What follows belongs to an exercise in optimizing a design on an open flow for small area, a short achievable clock period and few clock cycles; a production flow would make more cautious choices.
The RTL was checked by simulation tests, not by an equivalence proof against the original design.
Power and IR drop assume default switching activity.

<file path="flow/design.v">
module rle_encoder (
    input  wire       clk,
    input  wire       rst,           
    input  wire       in_valid,
    output wire       in_ready,
    input  wire [7:0] in_data,
    input  wire       in_last,
    output wire       out_valid,
    input  wire       out_ready,
    output reg  [7:0] out_data,
    output reg        out_last
);
    localparam N   = 260;            
    localparam AW  = 9;              
    localparam QD  = 6;              
    localparam SM  = 4;              
    integer i;
    reg  [AW-1:0] c, c1;
    always @(posedge clk) begin
        if (rst) begin
            c  <= {AW{1'b0}};
            c1 <= {{(AW-1){1'b0}}, 1'b1};
        end else begin
            c  <= c1;
            c1 <= (c1 == N - 1) ? {AW{1'b0}} : c1 + 1'b1;
        end
    end
    reg        f0_v, f1_v, f0_l, f1_l, f0_e, f1_e;
    reg  [7:0] f0_b, f1_b;
    reg        in_rdy;
    wire       fe_take;
    assign in_ready = in_rdy;
    wire       in_fire = in_valid & in_rdy;
    wire       in_eq;                 
    wire       f1_v_n  = fe_take ? (f1_v & in_fire) : (f1_v | (f0_v & in_fire));
    always @(posedge clk) begin
        if (fe_take) begin
            if (f1_v) begin
                f0_b <= f1_b; f0_l <= f1_l; f0_e <= f1_e;
                f1_b <= in_data; f1_l <= in_last; f1_e <= in_eq;
            end else begin
                f0_b <= in_data; f0_l <= in_last; f0_e <= in_eq;
            end
        end else if (!f0_v) begin
            f0_b <= in_data; f0_l <= in_last; f0_e <= in_eq;
        end else if (!f1_v) begin
            f1_b <= in_data; f1_l <= in_last; f1_e <= in_eq;
        end
        if (rst) begin
            f0_v   <= 1'b0;
            f1_v   <= 1'b0;
            in_rdy <= 1'b1;
        end else begin
            f0_v   <= fe_take ? (f1_v | in_fire) : (f0_v | in_fire);
            f1_v   <= f1_v_n;
            in_rdy <= ~f1_v_n;
        end
    end
    reg  [8*N-1:0] ring;
    wire           we;
    reg  [7:0]     v;                
    always @(posedge clk)
        ring <= {ring[8*(N-1)-1:0], we ? v : ring[8*N-1 -: 8]};
    reg  [QD-1:0] q_vld, q_lit, q_last;
    reg  [7:0]    q_len [0:QD-1];
    reg  [AW-1:0] q_val [0:QD-1];
    wire          q_push, q_pop;
    reg           p_lit, p_last;
    reg  [7:0]    p_len;
    reg  [AW-1:0] p_val;
    reg           pd_v, pd_lit, pd_last;
    reg  [7:0]    pd_len;
    reg  [AW-1:0] pd_val;
    reg           pop_d;
    wire          q_room = pd_v ? ~q_vld[QD-2] : ~q_vld[QD-1];
    always @(posedge clk) begin
        if (q_push) begin
            pd_lit <= p_lit; pd_last <= p_last; pd_len <= p_len; pd_val <= p_val;
        end
        for (i = 0; i < QD; i = i + 1) begin
            if (pop_d) begin
                if (pd_v && q_vld[i] && (i == QD - 1 || !q_vld[(i+1)%QD])) begin
                    q_lit[i] <= pd_lit; q_last[i] <= pd_last; q_len[i] <= pd_len; q_val[i] <= pd_val;
                end else if (i < QD - 1) begin
                    q_lit[i] <= q_lit[(i+1)%QD]; q_last[i] <= q_last[(i+1)%QD];
                    q_len[i] <= q_len[(i+1)%QD]; q_val[i] <= q_val[(i+1)%QD];
                end
            end else if (pd_v && !q_vld[i] && (i == 0 || q_vld[(i+QD-1)%QD])) begin
                q_lit[i] <= pd_lit; q_last[i] <= pd_last; q_len[i] <= pd_len; q_val[i] <= pd_val;
            end
        end
        if (rst) begin
            q_vld <= {QD{1'b0}};
            pd_v  <= 1'b0;
            pop_d <= 1'b0;
        end else begin
            pd_v  <= q_push;
            pop_d <= q_pop;
            if (pop_d && !pd_v)
                q_vld <= {1'b0, q_vld[QD-1:1]};
            else if (pd_v && !pop_d)
                q_vld <= {q_vld[QD-2:0], 1'b1};
        end
    end
    reg q_danger, q_anylit;
    reg qd_n, qa_n;
    always @(*) begin
        qd_n = pd_v & pd_lit & (pd_val == c1);
        qa_n = pd_v & pd_lit;
        for (i = 0; i < QD; i = i + 1) begin
            if (q_vld[i] && q_lit[i]) begin
                qa_n = 1'b1;
                if (q_val[i] == c1) qd_n = 1'b1;
            end
        end
    end
    always @(posedge clk) begin
        q_danger <= qd_n & ~rst;
        q_anylit <= qa_n;
    end
    reg           st_idle, st_tag, st_len, st_dat, st_val;
    reg           r_lit, r_last;
    reg  [7:0]    r_val, r_cnt;
    reg           r_cnt1;            
    reg  [AW-1:0] s;                 
    localparam NG = N / 4;           
    reg  [NG-1:0] tsel;              
    reg  [1:0]    since;             
    reg           dat_ok;            
    reg           r_dx;              
    wire          rd_ready;
    reg  [7:0]    tap;
    integer       m;
    always @(*) begin
        tap = 8'd0;
        for (m = 0; m < NG; m = m + 1)
            tap = tap | ({8{tsel[m]}} & ring[32*m +: 8]);
    end
    reg  [7:0]    fd1, fd2, fd3;
    always @(posedge clk) begin
        fd1 <= tap; fd2 <= fd1; fd3 <= fd2;
    end
    reg  [7:0]    ring_rd;
    always @(*) begin
        case (s[1:0])
            2'd0: ring_rd = tap;
            2'd1: ring_rd = fd1;
            2'd2: ring_rd = fd2;
            default: ring_rd = fd3;
        endcase
    end
    wire rd_valid = ~st_idle & (~st_dat | dat_ok);
    reg  [7:0]    hdr_b;             
    reg           hdr_l;
    wire [7:0]    rd_data = st_dat ? ring_rd : hdr_b;
    wire          rd_last = st_dat ? (r_last & r_cnt1) : hdr_l;
    wire rd_fire  = rd_valid & rd_ready;
    wire r_take   = st_dat & dat_ok & rd_ready;
    wire r_done   = rd_ready & (st_val | (st_dat & dat_ok & r_cnt1));
    assign q_pop  = q_vld[0] & ~pop_d & (st_idle | r_done);
    wire r_inlit  = ~st_idle & r_lit;
    wire r_danger = r_dx & ~r_take;
    reg  [AW-1:0] hs;
    wire [AW:0]   sd1    = {1'b0, c1} - {1'b0, q_val[1]};
    wire [AW:0]   sdp    = {1'b0, c1} - {1'b0, pd_val};
    wire [AW-1:0] hs_q1  = sd1[AW] ? sd1[AW-1:0] + N[AW-1:0] : sd1[AW-1:0];
    wire [AW-1:0] hs_pd  = sdp[AW] ? sdp[AW-1:0] + N[AW-1:0] : sdp[AW-1:0];
    wire [AW-1:0] hs_inc = (hs == N - 1) ? {AW{1'b0}} : hs + 1'b1;
    wire          q0_pd  = pd_v & (pop_d ? (q_vld[0] & ~q_vld[1]) : ~q_vld[0]);
    always @(posedge clk)
        hs <= q0_pd ? hs_pd : pop_d ? hs_q1 : hs_inc;
    wire [AW-1:0] s_head = hs;
    wire [1:0]    sh_lo  = hs[1:0];
    wire [AW-1:0] s_inc  = (s == N - 1) ? {AW{1'b0}} : s + 1'b1;
    wire [1:0]    since_n = (since == 2'd3) ? 2'd3 : since + 2'd1;
    wire [1:0]    s_lo_n  = r_take ? s[1:0] : s[1:0] + 2'd1;
    always @(posedge clk) begin
        if (rst) begin
            st_idle <= 1'b1;
            st_tag  <= 1'b0;
            st_len  <= 1'b0;
            st_dat  <= 1'b0;
            st_val  <= 1'b0;
            r_dx    <= 1'b0;
        end else begin
            r_dx <= ~q_pop & r_inlit & ~r_done & (r_take ? (s == N - 1) : (s == N - 2));
            if (q_pop) begin
                st_idle <= 1'b0;
                st_tag  <= 1'b1;
                st_len  <= 1'b0;
                st_dat  <= 1'b0;
                st_val  <= 1'b0;
            end else begin
                if (rd_ready) begin
                    if (st_tag) begin st_tag <= 1'b0; st_len <= 1'b1; end
                    if (st_len) begin st_len <= 1'b0; st_dat <= r_lit; st_val <= ~r_lit; end
                    if (st_val) begin st_val <= 1'b0; st_idle <= 1'b1; end
                    if (st_dat && dat_ok && r_cnt1) begin st_dat <= 1'b0; st_idle <= 1'b1; end
                end
            end
        end
    end
    always @(posedge clk) begin
        if (q_pop) begin
            r_lit  <= q_lit[0];
            r_last <= q_last[0];
            r_cnt  <= q_len[0];
            r_cnt1 <= (q_len[0] == 8'd1);
            r_val  <= q_val[0][7:0];
            hdr_b  <= {7'd0, ~q_lit[0]};
            hdr_l  <= 1'b0;
            s      <= s_head;
            tsel   <= {{(NG-1){1'b0}}, 1'b1} << s_head[AW-1:2];
            since  <= 2'd0;
            dat_ok <= (sh_lo == 2'd0);
        end else begin
            since  <= since_n;
            dat_ok <= (s_lo_n <= since_n);
            if (!r_take) begin
                s    <= s_inc;
                if (s[1:0] == 2'd3) tsel <= {tsel[NG-2:0], tsel[NG-1]};
            end
            if (r_take) begin
                r_cnt  <= r_cnt - 8'd1;
                r_cnt1 <= (r_cnt == 8'd2);
            end
            if (rd_ready && st_tag) hdr_b <= r_cnt;
            if (rd_ready && st_len) begin hdr_b <= r_val; hdr_l <= r_last; end
        end
    end
    reg        p_v, o_v, k_v;
    reg  [7:0] p_d, k_d;
    reg        p_l, k_l;
    assign out_valid = o_v;
    assign rd_ready  = ~k_v;         
    wire       o_take = out_ready | ~o_v;
    always @(posedge clk) begin
        if (rd_fire) begin
            p_d <= rd_data; p_l <= rd_last;
        end
        if (o_take) begin
            if (k_v) begin out_data <= k_d; out_last <= k_l; end
            else     begin out_data <= p_d; out_last <= p_l; end
        end
        if (k_v ? o_take : ~o_take) begin
            k_d <= p_d; k_l <= p_l;
        end
        if (rst) begin
            p_v <= 1'b0;
            o_v <= 1'b0;
            k_v <= 1'b0;
        end else begin
            p_v <= rd_fire | (p_v & k_v & ~o_take);
            if (o_take) o_v <= k_v | p_v;
            if (k_v) begin
                if (o_take) k_v <= p_v;
            end else begin
                if (!o_take) k_v <= p_v;
            end
        end
    end
    reg  [7:0]    k;                 
    reg           k0, k1, kmax;      
    reg           fin;               
    reg  [7:0]    lit_len;           
    reg           span_open;         
    reg           lit254;            
    reg  [AW-1:0] a0;                
    reg  [AW-1:0] wr_next;           
    reg           contig;            
    reg           wrapped;           
    reg           sticky;            
    reg  [10:0]   bl;                
    wire wr_ok    = ~sticky & ~r_danger & ~q_danger;
    wire wr_allow = wr_ok & (span_open ? contig : ~bl_high);
    wire eq       = f0_e & ~kmax;
    wire fin_go   = fin & q_room & (~k1 | wr_allow);
    wire norm_go  = ~fin & f0_v & q_room & (~k1 | wr_allow);
    assign fe_take = f0_v & (fin ? fin_go : norm_go);
    wire act           = fin_go | (norm_go & ~k0 & ~eq);    
    wire do_write      = k1 & act;
    wire run_push      = ~k1 & act;
    wire lit_close_run = norm_go & k1 & eq & span_open;
    wire lit_close_w   = do_write & (fin | lit254);
    wire lit_close     = lit_close_run | lit_close_w;
    assign we     = do_write;
    assign q_push = run_push | lit_close;
    wire [7:0] ll1 = lit_len + 8'd1;
    always @(*) begin
        p_lit  = ~run_push;
        p_last = fin;
        p_len  = run_push ? k : (lit_close_run ? lit_len : ll1);
        p_val  = run_push ? {1'b0, v} : (span_open ? a0 : c);
    end
    wire       add3 = run_push | (do_write & ~span_open);
    wire       add1 = do_write & span_open;
    reg  [2:0]  bl_d;                
    wire [2:0]  bl_dn = {1'b0, add3, add3 | add1} - {2'd0, rd_fire};
    reg         bl_high;             
    always @(*) begin
        case (bl_d)
            3'd1:    bl_high = (bl >= N - SM - 1);
            3'd2:    bl_high = (bl >= N - SM - 2);
            3'd3:    bl_high = (bl >= N - SM - 3);
            3'd7:    bl_high = (bl >= N - SM + 1);
            default: bl_high = (bl >= N - SM);
        endcase
    end
    wire [7:0] k_inc = k + 8'd1;
    assign in_eq = (in_data == (f1_v ? f1_b : f0_v ? f0_b : v));
    always @(posedge clk) begin
        if (fe_take) v <= f0_b;
        if (do_write) wr_next <= c1;
        if (do_write & ~span_open) a0 <= c;
    end
    always @(posedge clk) begin
        if (rst) begin
            k         <= 8'd0;
            k0        <= 1'b1;
            k1        <= 1'b0;
            kmax      <= 1'b0;
            fin       <= 1'b0;
            lit_len   <= 8'd0;
            span_open <= 1'b0;
            lit254    <= 1'b0;
            wrapped   <= 1'b0;
            sticky    <= 1'b0;
            contig    <= 1'b0;
            bl        <= 11'd0;
            bl_d      <= 3'd0;
        end else begin
            bl      <= bl + {{8{bl_d[2]}}, bl_d};
            bl_d    <= bl_dn;
            contig  <= do_write | (c1 == wr_next);
            if (lit_close) begin
                lit_len   <= 8'd0;
                span_open <= 1'b0;
                lit254    <= 1'b0;
                wrapped   <= 1'b0;
            end else begin
                if (do_write) begin
                    lit_len   <= ll1;
                    span_open <= 1'b1;
                    lit254    <= (lit_len == 8'd253);
                end
                if (span_open && c == a0) wrapped <= 1'b1;
            end
            if (r_danger | q_danger | (lit_close & (wrapped | (span_open & ((c == a0) | (c1 == a0))))))
                sticky <= 1'b1;
            else if (!r_inlit && !q_anylit)
                sticky <= 1'b0;
            if (fin) begin
                if (fin_go) begin
                    k    <= {7'd0, f0_v};
                    k0   <= ~f0_v;
                    k1   <= f0_v;
                    kmax <= 1'b0;
                    fin  <= f0_v & f0_l;
                end
            end else if (norm_go) begin
                fin <= f0_l;
                if (!k0 && eq) begin
                    k    <= k_inc;
                    k1   <= 1'b0;
                    kmax <= (k == 8'd254);
                end else begin
                    k    <= 8'd1;
                    k1   <= 1'b1;
                    kmax <= 1'b0;
                end
                k0 <= 1'b0;
            end
        end
    end
endmodule
</file>
<file path="flow/flow/run.sh">
#!/bin/bash
# The standard layout (standard.sh), with the port buffers that ORFS inserts
# before global placement made of sky130_fd_sc_hd__buf_4 cells instead of the
# cell buffer_ports picks by itself. Everything else is the standard flow's own flow.
set -euo pipefail
export BUFFER_PORTS_ARGS="-buffer_cell sky130_fd_sc_hd__buf_4"
bash standard.sh > standard.log 2>&1
</file>
<file path="flow/standard.sh">
#!/bin/bash
# synth_recipe.tcl (not shown) runs the flow's synth.tcl, then flattens the netlist and writes it again
# the make line also repeats each setting of config.mk as NAME=value (left out here)
make -C /OpenROAD-flow-scripts/flow DESIGN_CONFIG=/design/flow/config.mk WORK_HOME=/design/flow/orfs CLKGATE_MAP_FILE= SYNTH_SCRIPT=/design/flow/synth_recipe.tcl "${@:-finish}"
</file>
<file path="flow/config.mk">
export PLATFORM = sky130hd
export DESIGN_NAME = rle_encoder
export DESIGN_NICKNAME = rle_encoder
export VERILOG_FILES = /design/flow/design.v
export SDC_FILE = /design/flow/constraint.sdc
export NUM_CORES = 4
export LEC_CHECK = 0
export CAP_MARGIN = 20
export CORE_MARGIN = 2
export CORE_UTILIZATION = 40
export CTS_BUF_LIST = sky130_fd_sc_hd__clkbuf_8
export CTS_CLUSTER_DIAMETER = 50
export CTS_CLUSTER_SIZE = 16
export SLEW_MARGIN = 20
</file>
<file path="flow/constraint.sdc">
create_clock -name core_clock -period 10.0 [get_ports {clk}]
set_input_delay 2.0000 -clock core_clock [delete_from_list [all_inputs] [get_ports {clk}]]
set_output_delay 2.0000 -clock core_clock [all_outputs]
set_load 0.01 [all_outputs]
</file>
==> results.yml, run 1 <==
finish:
  final_cell_mix: "2203 x dfxtp_1, 300 x edfxtp_1, 191 x clkbuf_8, 189 x nand2_1, 115 x mux2_2"
  postLayoutCoreUtil_pct: 44.09
  drive_above_1_share_pct: 10.46
  nets: 4418
  area_growth_pct: 9.506
  finalInstanceArea_sq_um: 70800
  final_common_cell: "dfxtp_1"
floorplanning:
  num_rows: 147
  start_util_pct: 40.27
  dieWidth_um: 406.0
  io_pins: 24
  core-area_sq_um: 160600
  die_area_sq_um: 164900
  die_h_um: 406.0
global_routing:
  grt_pass1_vias: 30780
  antenna_found_initial: 4
  grt_max_degree: 114
  grt-ovfl-total: 0
  grt_pass1_wl_um: 212400
  grt_use_total_pct: 17.88
placement:
  dp_hpwl_um: 99740
  gp_congestion: 0.8461
  port_buffers: 23
  placed_cell_area_sq_um: 67470
timing:
  report.final.hold_viol_count: 0
  grt_setup_unrepaired: "no"
  min_period_over_period_pct: 37.85
  setup-tns-final_ps: 0
  fin_crit_ps: 3785
  setup_viol: 0
  timing.slew.headroom_pct: 20.34
  fmax_mhz: 264.2
  slew_viol_final: 0
  finClkSkew_ps: 81.47
  tightestPinTransition_ps: 1195
drt:
  drc: 0
  first_pass_iters: 8
  vias: 31590
  wl_per_cell_um: 22.58
  via_per_inst: 4.798
  ant_nets: 0
  drt_iter0_markers: 2866
  wl_um: 148700
worst_setup_path:
  arrival_ps: 4450
  required_ps: 10660
  end_kind: "register"
  startpoint: "k_v$_SDFF_PP0_"
  cp_max_fo: 49
  critPathLaunchType: "register"
  path_class: "reg -> reg"
  timing.rr.start: "k_v$_SDFF_PP0_"
clock_tree:
  post_cts_buffers: 0
  cts_root_buf: "clkbuf_8"
  htree_num_levels: 4
  cts_tree: "yes"
  cts_resized: 0
  cts_sinks: 2503
  clk_path_buf_depth: 3
  cts_buffers: 187
  clock_latency_ps: 960
  clk_pin_slew_worst_paths_ps: 100
  holdBufCountCts: 0
yosys:
  synth.cell_area_sq_um: 64660
  syn_avg_cell_area_sq_um: 15.30
  ys_seq_area_share_pct: 82.14
  synthCells: 4226
  synth_edf_count: 300
  synth-seq-cells: 2503
  synth.net_count: 4291
  synth_compound_area_share_pct: 6.421
  synth_top_family_by_area: "compound AO/OA/AOI/OAI gates"
  yosysWarnings: 3
  synthFlopType: "dfxtp_1"
  synth_mux_area_share_pct: 2.672
  synth-simple-area-share_pct: 4.524
  async_reset_ff_share_pct: 0
  synth_xor_area_share_pct: 1.964
  synthAdderAreaFrac_pct: 1.041
  ys_types: 72
pwr:
  leakage_nw: 26.69
  powerDensity_nw_per_um2: 245.8
  vdd_drop_max_v: 0.0001811
min_path:
  hold_path.class: "reg -> reg"
  hold_start: "ring[1812]$_DFF_P_"
outcome:
  status: "timing/DRC/antenna clean"
job:
  drv_cap: 0
## layer usage
| layer | share of wire, % | vias up | wire length, um | global-route usage, % |
|---|---|---|---|---|
| met5 | 0.010 | - | 15 | 0 |
| met4 | 2.8 | 2 | 4174 | 5.981 |
| met3 | 6.8 | 233 | 10120 | 3.580 |
| met2 | 45 | 950 | 66840 | 28.06 |
| met1 | 45 | 15600 | 67550 | 24.70 |
| li1 | - | 14810 | - | - |
## sequential cells by signal (all words and copies together), names as in the netlist, 9 cells and up
register,cells
ring,2080
tsel,65
q_val,54
q_len,48
bl,11
a0,9
c1,9
c,9
hs,9
pd_val,9
s,9
wr_next,9
## where the power goes
part           internal (mW)  switching, mW  leakage, nW
combinational          0.374          0.919         4.41
sequential              10.4          0.630         20.5
clock                   1.90           3.14         1.74
total                   12.7           4.69         26.7
## path summary, 6_finish.rpt
check | endpoint | slack [ps] | depth (start not counted)
max | tsel[63]$_DFFE_PP_ | 6220 | 7
min | ring[1820]$_DFF_P_ | 270 | 0
max reg2reg | tsel[63]$_DFFE_PP_ | 6220 | 7
min reg2reg | ring[1820]$_DFF_P_ | 270 | 0
## area by class of cell
cell class	count	area [sq um]
repair buffers	91	715.7
well taps	2160	2703
flip-flops and latches	2503	53110
clock inverters	63	636.9
clock buffers	191	2629
diodes	7	17.52
inverters	58	217.7
fillers	14230	89770
multi-input cells	1512	10770
## cells in the mapped netlist (all sizes together) (12+ instances only)
cell type / count / area share [%]
a21oi: 71 / 0.55
nor3: 28 / 0.22
ha: 49 / 0.95
xnor2: 86 / 1.2
a22oi: 103 / 1.2
o21ai: 103 / 0.80
mux2: 125 / 2.2
mux2i: 32 / 0.50
o31ai: 33 / 0.38
a22o: 74 / 1.0
nor2: 113 / 0.66
buf: 14 / 0.089
edfxtp: 300 / 14
nor2b: 28 / 0.27
nand4: 59 / 0.57
and3: 21 / 0.20
dfxtp: 2203 / 68
clkbuf: 139 / 0.81
nand3: 38 / 0.29
a221oi: 89 / 1.2
nand2: 189 / 1.1
inv: 57 / 0.33
a211oi: 12 / 0.14
a31oi: 12 / 0.12
and2: 13 / 0.13
xor2: 59 / 0.80
nor4: 19 / 0.18
and4: 17 / 0.23
## metrics by stage
step	instances	setup WS, ps	hold WS (ps)	power (mW)
floorplan	4226	3643	309.6	11.50
detailed placement	6322	5507	312.1	12.52
finish	6585	6215	274.9	17.40
global route	6581	5831	259.9	17.93
global placement	6322	5629	309.7	12.51
CTS	6576	5574	265.9	17.47
## worst max-delay path: stages, from the launching register on
cell      delay [ps]
dfxtp_1          840
inv_1            210
and3_1           270
a21boi_0         270
nand2b_4         560
inv_2            500
nand4b_1         670
o21ai_0          190
## kinds of logic after synthesis
| family | after synthesis |
|---|---|
| xor gates and xnor gates | 145 |
| buffers and inverters | 211 |
| and+or+nand+nor | 584 |
| DFF | 2503 |
| AOI/OAI and AO/OA | 574 |
| adders and majority gates | 52 |
| muxes | 157 |
Testbench counts, summed over its fixed seeds: cycles 40,244.
==> run 2, diff against run 1 <==
--- a/flow/config.mk
+++ b/flow/config.mk
@@ -5,10 +5,10 @@
 export SDC_FILE = /design/flow/constraint.sdc
 export NUM_CORES = 4
 export LEC_CHECK = 0
-export CAP_MARGIN = 20
+export CAP_MARGIN = 80
 export CORE_MARGIN = 2
 export CORE_UTILIZATION = 40
 export CTS_BUF_LIST = sky130_fd_sc_hd__clkbuf_8
 export CTS_CLUSTER_DIAMETER = 50
 export CTS_CLUSTER_SIZE = 16
-export SLEW_MARGIN = 20
+export SLEW_MARGIN = 80
==> run 2 against run 1 <==
  * Clock power grew 1%
  * Critical path depth up 3
  * Flip-flop and latch count unchanged
  * Sequential share of layout area is 3.0 points lower
  * Largest cell class unchanged
  * Combinational power increased by about 60%
  * Register-to-register slack better by 300 ps
  * Power is 2.6% higher
  * Sequential power fell by 4%
  * Clock-buffer cell count increased by 1
==> results.yml, run 2 <==
worst_setup_path:
  startpoint: "bl_d[2]$_SDFF_PP0_"
  required_ps: 10660
  end_kind: "register"
  timing.rr.start: "bl_d[2]$_SDFF_PP0_"
  path_class: "reg -> reg"
  arrival_ps: 4140
  cp_max_fo: 14
  critPathLaunchType: "register"
yosys:
  ys_seq_area_share_pct: 82.14
  async_reset_ff_share_pct: 0
  synth.most_common_cell: "dfxtp_1"
  synth-seq-cells: 2503
  synthTopCellsByCount: "2203 x dfxtp_1, 300 x edfxtp_1, 189 x nand2_1"
  ys_top_cells_by_area: "dfxtp_1 68%, edfxtp_1 14%, mux2_2 2.0%"
  synth.net_count: 4291
  synthCells: 4226
  synthFlopType: "dfxtp_1"
  ys_types: 72
  yosysTopAreaCellShare_pct: 68.21
  syn_avg_cell_area_sq_um: 15.30
  synth.cell_area_sq_um: 64660
  synth_edf_count: 300
  yosysWarnings: 3
  synth_top_cell_by_area: "dfxtp_1"
floorplanning:
  start_util_pct: 40.27
  io_pins: 24
  num_rows: 147
  core-area_sq_um: 160600
  die_area_sq_um: 164900
  die_h_um: 406.0
  dieWidth_um: 406.0
finish:
  postLayoutCoreUtil_pct: 45.96
  nets: 4682
  multi_input_area_sq_um: 11660
  reg.largest.list: "ring (2080), tsel (65), q_val (54)"
  regArea_sq_um: 53180
  top_register: "ring"
  final_common_cell: "dfxtp_1"
  nFillCells: 13950
  largest_reg_flops: 2080
  fin_cells: 6847
  final_cell_mix: "2170 x dfxtp_1, 300 x edfxtp_1, 192 x clkbuf_8, 175 x nand2_1, 123 x buf_2"
  drive_above_1_share_pct: 18.00
  area_growth_pct: 14.14
drt:
  met1_length_um: 67530
  wl_um: 151600
  wl_met3_um: 10310
  first_pass_iters: 6
  via_per_inst: 4.808
  drt_iter0_markers: 3159
  route.met2.wl_um: 68400
  wl_per_cell_um: 22.14
  vias: 32920
  ant_nets: 0
  top_layer: "met5"
  drc: 0
global_routing:
  antenna_found_initial: 3
  grt_max_degree: 37
  grt_pass1_wl_um: 216800
  grt_use_total_pct: 18.12
  grt-ovfl-total: 0
  grt_pass1_vias: 31940
pwr:
  powerDensity_nw_per_um2: 241.8
  leakage_nw: 28.04
  power_mw: 17.85
  vdd_drop_max_v: 0.0001758
clock_tree:
  htree_num_levels: 4
  clk_pin_slew_worst_paths_ps: 100
  holdBufCountCts: 0
  cts_sinks: 2503
  cts_buffers: 187
  cts_root_buf: "clkbuf_8"
  clk_path_buf_depth: 3
  cts_tree: "yes"
  cts_resized: 0
  post_cts_buffers: 0
  clock_latency_ps: 980
timing:
  grt_setup_unrepaired: "no"
  fin_crit_ps: 3488
  tightestPinTransition_ps: 408.1
  report.final.hold_viol_count: 0
  timing.slew.headroom_pct: 72.79
  fmax_mhz: 286.7
  slew_viol_final: 0
  setup_viol: 0
  finClkSkew_ps: 71.31
  setup-tns-final_ps: 0
  min_period_over_period_pct: 34.88
  fin_ws_ps: 6512
outcome:
  status: "timing/DRC/antenna clean"
placement:
  place_ws_ps: 6538
  dp_hpwl_um: 107900
  dp_cells: 6574
  gp_congestion: 0.8461
  port_buffers: 23
job:
  drv_cap: 0
min_path:
  hold_start: "ring[887]$_DFF_P_"
  hold_path.class: "reg -> reg"
[run 2: cell counts after synthesis]
No cell type changed its count.
[run 2: per-layer routing]
layer,global-route usage (%),vias up
met3,3.938,283
met5,0,-
met4,6.626,2
met2,28.50,1051
li1,-,15340
met1,24.58,16240
[run 2: kinds of logic after synthesis]
group | Yosys count | synth area share (%)
and+or+nand+nor | 584 | 4.524
muxes | 157 | 2.672
buffers and inverters | 211 | 1.233
xor gates and xnor gates | 145 | 1.964
DFF | 2503 | 82.14
AOI/OAI and AO/OA | 574 | 6.421
adders and majority gates | 52 | 1.041
[run 2: layout make-up]
class	count	area share, %
antenna	4	0.01356
clock buffer	192	3.581
clock inverter	63	0.8918
inverter	58	0.3187
multi-input combinational	1512	15.80
sequential	2503	72.06
tap	2160	3.662
timing repair buffer	355	3.669
[run 2: through the flow]
step	cell area (sq um)	hold WS [ps]
floorplan	64660	309.6
global placement	67470	309.7
detailed placement	70070	312.1
CTS	73370	276.3
global route	73790	271.0
finish	73800	280.5
[run 2: worst paths after layout]
check / to / slack (ps) / cells after the start
worst min-delay path: ring[895]$_DFF_P_ / 280 / 0
worst max-delay path: f0_b[5]$_DFFE_PP_ / 6510 / 10
worst min register to register: ring[895]$_DFF_P_ / 280 / 0
worst max register to register: f0_b[5]$_DFFE_PP_ / 6510 / 10
[run 2: report_power, final]
part           switching [mW]  internal, mW
logic                    1.41         0.663
clock network            3.15          1.95
registers               0.246          10.4
[run 2: worst max-delay path, stage by stage (launching register included)]
cell	delay (ps)
dfxtp_2	480
nor4b_2	290
a41oi_2	190
a2111oi_4	340
clkdlybuf4s50_1	560
buf_1	140
o21ai_2	100
a21boi_1	150
buf_4	210
and3_2	370
mux2_1	360

## port drivers added, routing unchanged
Ports are ideal in the flow. The routed layouts listed here were re-timed in OpenROAD.
Step 1 sets driving cells, clkbuf_16 on the clock port and buf_2 on the other inputs (assumed; they add their load-dependent delay and slew).
Step 2 moves the port delays by t, midway between the first and last clock arrival at a register: inputs arrive t later, outputs are due t later. That takes back most of the time a late clock gives input paths.
Slacks: ideal ports / drivers / drivers and shift; pairs: ideal ports / drivers.
run | t, ns | setup WS [ns] | hold WS [ns]
run 1 | 0.996 | 6.215 / 6.215 / 6.215 | 0.275 / 0.275 / 0.275
run 2 | 1.010 | 6.512 / 6.473 / 6.512 | 0.281 / 0.280 / 0.280
After both steps setup and hold are still met in every run listed.
